This design comes from an exercise in tuning for small area, a short achievable clock period and few clock cycles per item on the open sky130 flow, not from production work.
At most, simulation tests tie the RTL to the original design; equivalence was not proved.

==> inputs of branch ember <==
// mpx_enc
module mpx_enc (
    input  wire        clk,
    input  wire        rst,
    input  wire        in_valid,
    output wire        in_ready,
    input  wire        in_stereo,
    input  wire [31:0] in_left,
    input  wire [31:0] in_right,
    input  wire [31:0] in_slot,
    output reg         out_valid,
    output reg  [31:0] out_contrib,
    output reg  [31:0] out_obuf
);
    reg         rdy;
    reg  [3:0]  ph;
    assign in_ready = rdy;
    wire take = in_valid & rdy;
    reg  [9:0]  v;
    reg         mono0;
    reg  [31:0] l0, r0, slot0;
    wire [27:0] sa_w;
    wire [26:0] sd_w;
    wire [7:0]  sde_w;
    wire        ss_w, ds_w, sub_w, snan_w, dnan_w, sdinf_w, same_w;
    fp32_addsub_front u_sd1 (.l(l0), .r(r0), .sa(sa_w), .sd(sd_w), .exe(sde_w),
        .ss(ss_w), .ds(ds_w), .sub(sub_w), .s_nan(snan_w), .d_nan(dnan_w),
        .inf(sdinf_w), .same(same_w));
    reg  [27:0] sa1;
    reg  [26:0] sd1;
    reg  [7:0]  sde1;
    reg         ss1, ds1, sub1, snan1, dnan1, sdinf1, same1;
    reg         mono1;
    reg  [3:0]  ph1;
    reg  [31:0] slot1;
    wire [31:0] s_w, d_w;
    wire        srnd_w, drnd_w;
    fp32_addsub_back u_sd2 (.sa(sa1), .sd(sd1), .exe(sde1), .ss(ss1), .ds(ds1),
        .sub(sub1), .s_nan(snan1), .d_nan(dnan1), .inf(sdinf1), .same(same1),
        .s(s_w), .s_rnd(srnd_w), .d(d_w), .d_rnd(drnd_w));
    reg  [31:0] s2, d2;
    reg         srnd2, drnd2;
    reg         mono2;
    reg  [3:0]  ph2;
    reg  [31:0] slot2;
    wire [23:0] ms_w, md_w;
    wire [7:0]  es_w, ed_w;
    wire        snz_w, snan3_w, sinf3_w, szero3_w;
  ...
==> module fp32_add_front, before the edit <==
module fp32_add_front (
    input  wire [31:0] a,
    input  wire [31:0] b,
    output wire [27:0] r,
    output wire [7:0]  exe,
    output wire        sx,
    output wire        nan,
    output wire        inf,
    output wire        zero
);
    wire        swap;
    wire [23:0] fx;
    wire [26:0] my;
    fp32_align u_al (.a(a), .b(b), .swap(swap), .exe(exe), .fx(fx), .my(my));
    wire        sub  = a[31] ^ b[31];
    assign sx = swap ? b[31] : a[31];
    wire a_nan = (&a[30:23]) & (|a[22:0]);
    wire b_nan = (&b[30:23]) & (|b[22:0]);
    wire a_inf = (&a[30:23]) & ~(|a[22:0]);
    wire b_inf = (&b[30:23]) & ~(|b[22:0]);
    assign nan  = a_nan | b_nan | (a_inf & b_inf & sub);
    assign inf  = a_inf | b_inf;
    assign zero = sub & (a[30:0] == b[30:0]);
    padd #(.W(28)) u_add (.a({1'b0, fx, 3'b000}), .b({sub, my ^ {27{sub}}}), .ci(sub), .s(r), .co());
endmodule
==> module fp32_addsub_front, before the edit <==
module fp32_addsub_front (
    input  wire [31:0] l,
    input  wire [31:0] r,
    output wire [27:0] sa,       
    output wire [26:0] sd,       
    output wire [7:0]  exe,
    output wire        ss,       
    output wire        ds,       
    output wire        sub,      
    output wire        s_nan,
    output wire        d_nan,
    output wire        inf,
    output wire        same
);
    wire        swap;
    wire [23:0] fx;
    wire [26:0] my;
    fp32_align u_al (.a(l), .b(r), .swap(swap), .exe(exe), .fx(fx), .my(my));
    assign ss  = swap ? r[31] : l[31];
    assign ds  = swap ? ~r[31] : l[31];
    assign sub = l[31] ^ r[31];
    wire l_nan = (&l[30:23]) & (|l[22:0]);
    wire r_nan = (&r[30:23]) & (|r[22:0]);
    wire l_inf = (&l[30:23]) & ~(|l[22:0]);
    wire r_inf = (&r[30:23]) & ~(|r[22:0]);
    assign s_nan = l_nan | r_nan | (l_inf & r_inf & sub);
    assign d_nan = l_nan | r_nan | (l_inf & r_inf & ~sub);
    assign inf   = l_inf | r_inf;
    assign same  = (l[30:0] == r[30:0]);
    padd #(.W(28)) u_sa (.a({1'b0, fx, 3'b000}), .b({1'b0, my}), .ci(1'b0), .s(sa), .co());
    padd #(.W(27)) u_sd (.a({fx, 3'b000}), .b(~my), .ci(1'b1), .s(sd), .co());
endmodule
==> module fp32_mul_k_p, before the edit <==
module fp32_mul_k_p (
    input  wire [23:0] ma,
    input  wire        a_rnd,
    input  wire        mono,
    output wire [28:0] ph,
    output wire        st
);
    wire [25:0] t;                                      
    padd #(.W(26)) u_t (.a({2'b00, ma}), .b({1'b0, ma, 1'b0}), .ci(1'b0), .s(t), .co());
    wire [25:0] tg = t & {26{~mono}};
    wire [24:0] mi;
    pinc #(.W(25)) u_mi (.a({1'b0, ma}), .ci(a_rnd), .s(mi));
    wire [22:0] kl = mono ? 23'h100000 : 23'h01999A;
    wire [47:0] r0 = {mi, kl & {23{a_rnd}}};
    wire [47:0] r1 = {23'd0, ma & {24{~mono}}, 1'b0} | {4'd0, ma & {24{mono}}, 20'd0};
    wire [47:0] r2 = {19'd0, tg, 3'd0};
    wire [47:0] r3 = {15'd0, tg, 7'd0};
    wire [47:0] r4 = {11'd0, tg, 11'd0};
    wire [47:0] r5 = {7'd0, tg, 15'd0};
    wire [47:0] s1, c1, s2, c2, s3, c3, s4, c4;
    csa u_c1 (.x(r2), .y(r3), .z(r4), .s(s1), .c(c1));
    csa u_c2 (.x(r0), .y(r1), .z(r5), .s(s2), .c(c2));
    csa u_c3 (.x(s1), .y(c1), .z(s2), .s(s3), .c(c3));
    csa u_c4 (.x(s3), .y(c3), .z(c2), .s(s4), .c(c4));
    wire [47:0] p;
    padd #(.W(48)) u_p (.a(s4), .b(c4), .ci(1'b0), .s(p), .co());
    assign ph = p[47:19];
    assign st = |p[18:0];
endmodule
==> module fp32_mul_m_p, before the edit <==
module fp32_mul_m_p (
    input  wire [23:0] ma,
    input  wire        a_rnd,
    output wire [28:0] ph,
    output wire        st
);
    wire [47:0] m48 = {24'd0, ma};
    wire [47:0] r0 = (m48 << 24) | (48'hE0794A & {48{a_rnd}});    
    wire [47:0] r1 = ~(m48 << 21);
    wire [47:0] r2 = m48 << 15;
    wire [47:0] r3 = ~(m48 << 11);
    wire [47:0] r4 = m48 << 8;
    wire [47:0] r5 = m48 << 6;
    wire [47:0] r6 = (m48 << 3) | 48'd2;    
    wire [47:0] r7 = m48 << 1;
    wire [47:0] s1, c1, s2, c2, s3, c3, s4, c4, s5, c5, s6, c6;
    csa u_c1 (.x(r0), .y(r1), .z(r2), .s(s1), .c(c1));
    csa u_c2 (.x(r3), .y(r4), .z(r5), .s(s2), .c(c2));
    csa u_c3 (.x(s1), .y(c1), .z(s2), .s(s3), .c(c3));
    csa u_c4 (.x(c2), .y(r6), .z(r7), .s(s4), .c(c4));
    csa u_c5 (.x(s3), .y(c3), .z(s4), .s(s5), .c(c5));
    csa u_c6 (.x(s5), .y(c5), .z(c4), .s(s6), .c(c6));
    wire [47:0] p;
    padd #(.W(48)) u_p (.a(s6), .b(c6), .ci(1'b0), .s(p), .co());
    assign ph = p[47:19];
    assign st = |p[18:0];
endmodule
export LEC_CHECK = 0
export ABC_AREA = 1
export CAP_MARGIN = 20
export CORE_MARGIN = 2
export CORE_UTILIZATION = 60
export CTS_CLUSTER_DIAMETER = 100
export CTS_CLUSTER_SIZE = 30
export SLEW_MARGIN = 20
create_clock -name core_clock -period 40.0 [get_ports {clk}]
run.sh (not shown) runs the stock make flow with config.mk's settings and CLKGATE_MAP_FILE= SYNTH_SCRIPT=/design/flow/synth_recipe.tcl, a recipe that flattens the netlist after the stock synthesis.
==> branch yarrow (differences from branch ember) <==
--- a/flow/design.v
+++ b/flow/design.v
@@ -49,12 +49,34 @@
                 end
             end
         end
     endgenerate
     assign s = a ^ ({p[L][W-2:0], 1'b1} & {W{ci}});
 endmodule
+module csadd #(parameter W = 28, parameter B = 7) (
+    input  wire [W-1:0] a,
+    input  wire [W-1:0] b,
+    input  wire         ci,
+    output wire [W-1:0] s
+);
+    localparam NB = (W + B - 1) / B;
+    wire [NB:0] c;
+    assign c[0] = ci;
+    genvar k;
+    generate
+        for (k = 0; k < NB; k = k + 1) begin : blk
+            localparam integer LO = k * B;
+            localparam integer HI = (LO + B > W) ? W - 1 : LO + B - 1;
+            localparam integer N  = HI - LO + 1;
+            wire [N:0] s0 = {1'b0, a[HI:LO]} + {1'b0, b[HI:LO]};
+            wire [N:0] s1 = {1'b0, a[HI:LO]} + {1'b0, b[HI:LO]} + {{N{1'b0}}, 1'b1};
+            assign s[HI:LO] = c[k] ? s1[N-1:0] : s0[N-1:0];
+            assign c[k+1]   = c[k] ? s1[N] : s0[N];
+        end
+    endgenerate
+endmodule
 module pgt #(parameter W = 8) (
     input  wire [W-1:0] a,
     input  wire [W-1:0] b,
     output wire         gt
 );
     wire [W-1:0] s;
@@ -127,13 +149,13 @@
     wire b_nan = (&b[30:23]) & (|b[22:0]);
     wire a_inf = (&a[30:23]) & ~(|a[22:0]);
     wire b_inf = (&b[30:23]) & ~(|b[22:0]);
     assign nan  = a_nan | b_nan | (a_inf & b_inf & sub);
     assign inf  = a_inf | b_inf;
     assign zero = sub & (a[30:0] == b[30:0]);
-    padd #(.W(28)) u_add (.a({1'b0, fx, 3'b000}), .b({sub, my ^ {27{sub}}}), .ci(sub), .s(r), .co());
+    csadd #(.W(28), .B(7)) u_add (.a({1'b0, fx, 3'b000}), .b({sub, my ^ {27{sub}}}), .ci(sub), .s(r));
 endmodule
 module fp32_add_back (
     input  wire [27:0] r,
     input  wire [7:0]  exe,
     input  wire        sx,
     input  wire        nan,
@@ -202,14 +224,14 @@
     wire l_inf = (&l[30:23]) & ~(|l[22:0]);
     wire r_inf = (&r[30:23]) & ~(|r[22:0]);
     assign s_nan = l_nan | r_nan | (l_inf & r_inf & sub);
     assign d_nan = l_nan | r_nan | (l_inf & r_inf & ~sub);
     assign inf   = l_inf | r_inf;
     assign same  = (l[30:0] == r[30:0]);
-    padd #(.W(28)) u_sa (.a({1'b0, fx, 3'b000}), .b({1'b0, my}), .ci(1'b0), .s(sa), .co());
-    padd #(.W(27)) u_sd (.a({fx, 3'b000}), .b(~my), .ci(1'b1), .s(sd), .co());
+    csadd #(.W(28), .B(7)) u_sa (.a({1'b0, fx, 3'b000}), .b({1'b0, my}), .ci(1'b0), .s(sa));
+    csadd #(.W(27), .B(7)) u_sd (.a({fx, 3'b000}), .b(~my), .ci(1'b1), .s(sd));
 endmodule
 module fp32_addsub_back (
     input  wire [27:0] sa,
     input  wire [26:0] sd,
     input  wire [7:0]  exe,
     input  wire        ss,
@@ -306,13 +328,13 @@
     input  wire        a_rnd,
     input  wire        mono,
     output wire [28:0] ph,
     output wire        st
 );
     wire [25:0] t;                                      
-    padd #(.W(26)) u_t (.a({2'b00, ma}), .b({1'b0, ma, 1'b0}), .ci(1'b0), .s(t), .co());
+    csadd #(.W(26), .B(7)) u_t (.a({2'b00, ma}), .b({1'b0, ma, 1'b0}), .ci(1'b0), .s(t));
     wire [25:0] tg = t & {26{~mono}};
     wire [24:0] mi;
     pinc #(.W(25)) u_mi (.a({1'b0, ma}), .ci(a_rnd), .s(mi));
     wire [22:0] kl = mono ? 23'h100000 : 23'h01999A;
     wire [47:0] r0 = {mi, kl & {23{a_rnd}}};
     wire [47:0] r1 = {23'd0, ma & {24{~mono}}, 1'b0} | {4'd0, ma & {24{mono}}, 20'd0};
@@ -323,13 +345,13 @@
     wire [47:0] s1, c1, s2, c2, s3, c3, s4, c4;
     csa u_c1 (.x(r2), .y(r3), .z(r4), .s(s1), .c(c1));
     csa u_c2 (.x(r0), .y(r1), .z(r5), .s(s2), .c(c2));
     csa u_c3 (.x(s1), .y(c1), .z(s2), .s(s3), .c(c3));
     csa u_c4 (.x(s3), .y(c3), .z(c2), .s(s4), .c(c4));
     wire [47:0] p;
-    padd #(.W(48)) u_p (.a(s4), .b(c4), .ci(1'b0), .s(p), .co());
+    csadd #(.W(48), .B(8)) u_p (.a(s4), .b(c4), .ci(1'b0), .s(p));
     assign ph = p[47:19];
     assign st = |p[18:0];
 endmodule
 module fp32_mul_k_r (
     input  wire [28:0] ph,
     input  wire        st,
@@ -377,13 +399,13 @@
     csa u_c2 (.x(r3), .y(r4), .z(r5), .s(s2), .c(c2));
     csa u_c3 (.x(s1), .y(c1), .z(s2), .s(s3), .c(c3));
     csa u_c4 (.x(c2), .y(r6), .z(r7), .s(s4), .c(c4));
     csa u_c5 (.x(s3), .y(c3), .z(s4), .s(s5), .c(c5));
     csa u_c6 (.x(s5), .y(c5), .z(c4), .s(s6), .c(c6));
     wire [47:0] p;
-    padd #(.W(48)) u_p (.a(s6), .b(c6), .ci(1'b0), .s(p), .co());
+    csadd #(.W(48), .B(8)) u_p (.a(s6), .b(c6), .ci(1'b0), .s(p));
     assign ph = p[47:19];
     assign st = |p[18:0];
 endmodule
 module fp32_mul_m_r (
     input  wire [28:0] ph,
     input  wire        st,
==> branch quartz (differences from branch ember) <==
--- a/flow/design.v
+++ b/flow/design.v
@@ -49,12 +49,55 @@
                 end
             end
         end
     endgenerate
     assign s = a ^ ({p[L][W-2:0], 1'b1} & {W{ci}});
 endmodule
+module csadd #(parameter W = 28, parameter B = 7) (
+    input  wire [W-1:0] a,
+    input  wire [W-1:0] b,
+    input  wire         ci,
+    output wire [W-1:0] s
+);
+    localparam NB = (W + B - 1) / B;
+    wire [NB:0] c;
+    assign c[0] = ci;
+    genvar k;
+    generate
+        for (k = 0; k < NB; k = k + 1) begin : blk
+            localparam integer LO = k * B;
+            localparam integer HI = (LO + B > W) ? W - 1 : LO + B - 1;
+            localparam integer N  = HI - LO + 1;
+            wire [N:0] s0 = {1'b0, a[HI:LO]} + {1'b0, b[HI:LO]};
+            wire [N:0] s1 = {1'b0, a[HI:LO]} + {1'b0, b[HI:LO]} + {{N{1'b0}}, 1'b1};
+            assign s[HI:LO] = c[k] ? s1[N-1:0] : s0[N-1:0];
+            assign c[k+1]   = c[k] ? s1[N] : s0[N];
+        end
+    endgenerate
+endmodule
+module bgt #(parameter W = 31, parameter B = 8) (
+    input  wire [W-1:0] a,
+    input  wire [W-1:0] b,
+    output wire         gt
+);
+    localparam NB = (W + B - 1) / B;
+    wire [NB-1:0] g, e;
+    wire [NB:0]   r;                   
+    assign r[0] = 1'b0;
+    genvar k;
+    generate
+        for (k = 0; k < NB; k = k + 1) begin : blk
+            localparam integer LO = k * B;
+            localparam integer HI = (LO + B > W) ? W - 1 : LO + B - 1;
+            assign g[k]   = a[HI:LO] > b[HI:LO];
+            assign e[k]   = a[HI:LO] == b[HI:LO];
+            assign r[k+1] = g[k] | (e[k] & r[k]);
+        end
+    endgenerate
+    assign gt = r[NB];
+endmodule
 module pgt #(parameter W = 8) (
     input  wire [W-1:0] a,
     input  wire [W-1:0] b,
     output wire         gt
 );
     wire [W-1:0] s;
@@ -91,13 +134,13 @@
     output wire [26:0] my
 );
     wire        anz  = |a[30:23];
     wire        bnz  = |b[30:23];
     wire [7:0]  eae  = {a[30:24], a[23] | ~anz};
     wire [7:0]  ebe  = {b[30:24], b[23] | ~bnz};
-    pgt #(.W(31)) u_gt (.a(b[30:0]), .b(a[30:0]), .gt(swap));
+    bgt #(.W(31), .B(8)) u_gt (.a(b[30:0]), .b(a[30:0]), .gt(swap));
     wire [8:0]  dab  = {1'b0, eae} - {1'b0, ebe};
     wire [7:0]  dba  = ebe - eae;
     wire [7:0]  dexp = dab[8] ? dba : dab[7:0];      
     assign exe = swap ? ebe : eae;
     assign fx  = swap ? {bnz, b[22:0]} : {anz, a[22:0]};
     wire [23:0] fy   = swap ? {anz, a[22:0]} : {bnz, b[22:0]};
@@ -127,13 +170,13 @@
     wire b_nan = (&b[30:23]) & (|b[22:0]);
     wire a_inf = (&a[30:23]) & ~(|a[22:0]);
     wire b_inf = (&b[30:23]) & ~(|b[22:0]);
     assign nan  = a_nan | b_nan | (a_inf & b_inf & sub);
     assign inf  = a_inf | b_inf;
     assign zero = sub & (a[30:0] == b[30:0]);
-    padd #(.W(28)) u_add (.a({1'b0, fx, 3'b000}), .b({sub, my ^ {27{sub}}}), .ci(sub), .s(r), .co());
+    csadd #(.W(28), .B(7)) u_add (.a({1'b0, fx, 3'b000}), .b({sub, my ^ {27{sub}}}), .ci(sub), .s(r));
 endmodule
 module fp32_add_back (
     input  wire [27:0] r,
     input  wire [7:0]  exe,
     input  wire        sx,
     input  wire        nan,
@@ -202,14 +245,14 @@
     wire l_inf = (&l[30:23]) & ~(|l[22:0]);
     wire r_inf = (&r[30:23]) & ~(|r[22:0]);
     assign s_nan = l_nan | r_nan | (l_inf & r_inf & sub);
     assign d_nan = l_nan | r_nan | (l_inf & r_inf & ~sub);
     assign inf   = l_inf | r_inf;
     assign same  = (l[30:0] == r[30:0]);
-    padd #(.W(28)) u_sa (.a({1'b0, fx, 3'b000}), .b({1'b0, my}), .ci(1'b0), .s(sa), .co());
-    padd #(.W(27)) u_sd (.a({fx, 3'b000}), .b(~my), .ci(1'b1), .s(sd), .co());
+    csadd #(.W(28), .B(7)) u_sa (.a({1'b0, fx, 3'b000}), .b({1'b0, my}), .ci(1'b0), .s(sa));
+    csadd #(.W(27), .B(7)) u_sd (.a({fx, 3'b000}), .b(~my), .ci(1'b1), .s(sd));
 endmodule
 module fp32_addsub_back (
     input  wire [27:0] sa,
     input  wire [26:0] sd,
     input  wire [7:0]  exe,
     input  wire        ss,
@@ -306,13 +349,13 @@
     input  wire        a_rnd,
     input  wire        mono,
     output wire [28:0] ph,
     output wire        st
 );
     wire [25:0] t;                                      
-    padd #(.W(26)) u_t (.a({2'b00, ma}), .b({1'b0, ma, 1'b0}), .ci(1'b0), .s(t), .co());
+    csadd #(.W(26), .B(7)) u_t (.a({2'b00, ma}), .b({1'b0, ma, 1'b0}), .ci(1'b0), .s(t));
     wire [25:0] tg = t & {26{~mono}};
     wire [24:0] mi;
     pinc #(.W(25)) u_mi (.a({1'b0, ma}), .ci(a_rnd), .s(mi));
     wire [22:0] kl = mono ? 23'h100000 : 23'h01999A;
     wire [47:0] r0 = {mi, kl & {23{a_rnd}}};
     wire [47:0] r1 = {23'd0, ma & {24{~mono}}, 1'b0} | {4'd0, ma & {24{mono}}, 20'd0};
@@ -323,13 +366,13 @@
     wire [47:0] s1, c1, s2, c2, s3, c3, s4, c4;
     csa u_c1 (.x(r2), .y(r3), .z(r4), .s(s1), .c(c1));
     csa u_c2 (.x(r0), .y(r1), .z(r5), .s(s2), .c(c2));
     csa u_c3 (.x(s1), .y(c1), .z(s2), .s(s3), .c(c3));
     csa u_c4 (.x(s3), .y(c3), .z(c2), .s(s4), .c(c4));
     wire [47:0] p;
-    padd #(.W(48)) u_p (.a(s4), .b(c4), .ci(1'b0), .s(p), .co());
+    csadd #(.W(48), .B(8)) u_p (.a(s4), .b(c4), .ci(1'b0), .s(p));
     assign ph = p[47:19];
     assign st = |p[18:0];
 endmodule
 module fp32_mul_k_r (
     input  wire [28:0] ph,
     input  wire        st,
@@ -377,13 +420,13 @@
     csa u_c2 (.x(r3), .y(r4), .z(r5), .s(s2), .c(c2));
     csa u_c3 (.x(s1), .y(c1), .z(s2), .s(s3), .c(c3));
     csa u_c4 (.x(c2), .y(r6), .z(r7), .s(s4), .c(c4));
     csa u_c5 (.x(s3), .y(c3), .z(s4), .s(s5), .c(c5));
     csa u_c6 (.x(s5), .y(c5), .z(c4), .s(s6), .c(c6));
     wire [47:0] p;
-    padd #(.W(48)) u_p (.a(s6), .b(c6), .ci(1'b0), .s(p), .co());
+    csadd #(.W(48), .B(8)) u_p (.a(s6), .b(c6), .ci(1'b0), .s(p));
     assign ph = p[47:19];
     assign st = |p[18:0];
 endmodule
 module fp32_mul_m_r (
     input  wire [28:0] ph,
     input  wire        st,
@@ -498,37 +541,28 @@
     reg  [3:0]  ph5;
     reg  [31:0] slot5;
     wire [31:0] a_w;
     fp32_add_back u_a2 (.r(ar5), .exe(ae5), .sx(asx5), .nan(anan5), .inf(ainf5),
         .zero(azero5), .z(a_w));
     reg  [31:0] a6;
-    reg  [2:0]  t3c6;
+    reg         mono6;
+    reg  [3:0]  ph6;
     reg  [31:0] slot6;
-    reg  [2:0]  t3c_w;
-    always @* begin
-        if (mono5) t3c_w = 3'b100;
-        else case (ph5)
-            4'd1, 4'd5:   t3c_w = 3'b001;
-            4'd2, 4'd4:   t3c_w = 3'b010;
-            4'd3:         t3c_w = 3'b011;
-            4'd7, 4'd11:  t3c_w = 3'b101;
-            4'd8, 4'd10:  t3c_w = 3'b110;
-            4'd9:         t3c_w = 3'b111;
-            default:      t3c_w = 3'b000;
-        endcase
-    end
-    reg  [30:0] t3m;
+    reg  [31:0] t3_w;
     always @* begin
-        case (t3c6[1:0])
-            2'd1:    t3m = 31'h3EE66666;
-            2'd2:    t3m = 31'h3F478841;
-            2'd3:    t3m = 31'h3F666666;
-            default: t3m = 31'h00000000;
+        if (mono6) t3_w = 32'h80000000;
+        else case (ph6)
+            4'd1, 4'd5:   t3_w = 32'h3EE66666;
+            4'd2, 4'd4:   t3_w = 32'h3F478841;
+            4'd3:         t3_w = 32'h3F666666;
+            4'd7, 4'd11:  t3_w = 32'hBEE66666;
+            4'd8, 4'd10:  t3_w = 32'hBF478841;
+            4'd9:         t3_w = 32'hBF666666;
+            default:      t3_w = 32'h00000000;
         endcase
     end
-    wire [31:0] t3_w = {t3c6[2], t3m};
     wire [27:0] cr_w;
     wire [7:0]  ce_w;
     wire        csx_w, cnan_w, cinf_w, czero_w;
     fp32_add_front u_c1 (.a(a6), .b(t3_w), .r(cr_w), .exe(ce_w), .sx(csx_w),
         .nan(cnan_w), .inf(cinf_w), .zero(czero_w));
     reg  [27:0] cr7;
@@ -580,13 +614,13 @@
         dsg3 <= d2[31] ^ mneg_w; mzero3 <= mzero_w;
         mono3 <= mono2; ph3 <= ph2; slot3 <= slot2;
         t1_4 <= t1_w; t2_4 <= t2_w;
         mono4 <= mono3; ph4 <= ph3; slot4 <= slot3;
         ar5 <= ar_w; ae5 <= ae_w; asx5 <= asx_w; anan5 <= anan_w; ainf5 <= ainf_w; azero5 <= azero_w;
         mono5 <= mono4; ph5 <= ph4; slot5 <= slot4;
-        a6 <= a_w; t3c6 <= t3c_w; slot6 <= slot5;
+        a6 <= a_w; mono6 <= mono5; ph6 <= ph5; slot6 <= slot5;
         cr7 <= cr_w; ce7 <= ce_w; csx7 <= csx_w; cnan7 <= cnan_w; cinf7 <= cinf_w; czero7 <= czero_w;
         slot7 <= slot6;
         c8 <= c_w; slot8 <= slot7;
         or9 <= or_w; oe9 <= oe_w; osx9 <= osx_w; onan9 <= onan_w; oinf9 <= oinf_w; ozero9 <= ozero_w;
         c9 <= c8;
         out_contrib <= c9;
==> comparison table <==
metric                                                       branch yarrow  branch ember  branch quartz
Result of the run                                 timing/DRC/antenna clean  timing/DRC/antenna clean  timing/DRC/antenna clean
Crit share post-route                                               26.47%        25.97%         23.99%
Count of cell instances traversed by the critical path                  53            61             48
Largest stage delay on the critical path                           0.70 ns       0.52 ns        0.93 ns
Mapped Avg Cell Area                                           6.875 sq um   6.991 sq um    6.844 sq um
Core area                                                     0.1259 sq mm  0.1198 sq mm   0.1259 sq mm
DR pass1 iterations                                                      9             6              9
Effective utilization at floorplan                                  60.52%        60.45%         60.53%
Final estimated routing congestion in global placement               1.001         1.049          1.040
Synthesized-area fraction occupied by and/or/nand/nor cells         26.25%        25.86%         26.44%
Count of buffer and inverter cells on the critical path                  7            17              5
Testbench counts of branch ember, summed over its fixed seeds: cycles 8,088, items 8,000.
Testbench counts of branch yarrow, summed over its fixed seeds: cycles 8,088, items 8,000.
No functional check of the RTL was part of branch quartz.

## static timing again, ports no longer ideal
No port has a modelled driver above. Below, the same layouts with a new extraction and two added sets of constraints.
Step 1 sets driving cells, clkbuf_16 on the clock port and buf_2 on the other inputs (assumed; they add their load-dependent delay and slew).
Step 2 adds t to the input delays and takes it off the output delays; t is the mean of the earliest and latest rising clock arrival at the registers after step 1. Input paths then give back, and output paths get back, about the clock's delay inside the block.
Slacks: ideal / step 1 / step 2; pairs: ideal / step 1.
run	t, ns	setup WS [ns]	worst register clock-pin slew, ns
branch ember	0.775	29.612 / 29.612 / 29.612	0.12 / 0.12
branch yarrow	0.770	29.412 / 29.412 / 29.412	0.12 / 0.12
branch quartz	0.766	30.405 / 30.325 / 30.405	0.11 / 0.11
After both steps every run listed still meets setup and hold.
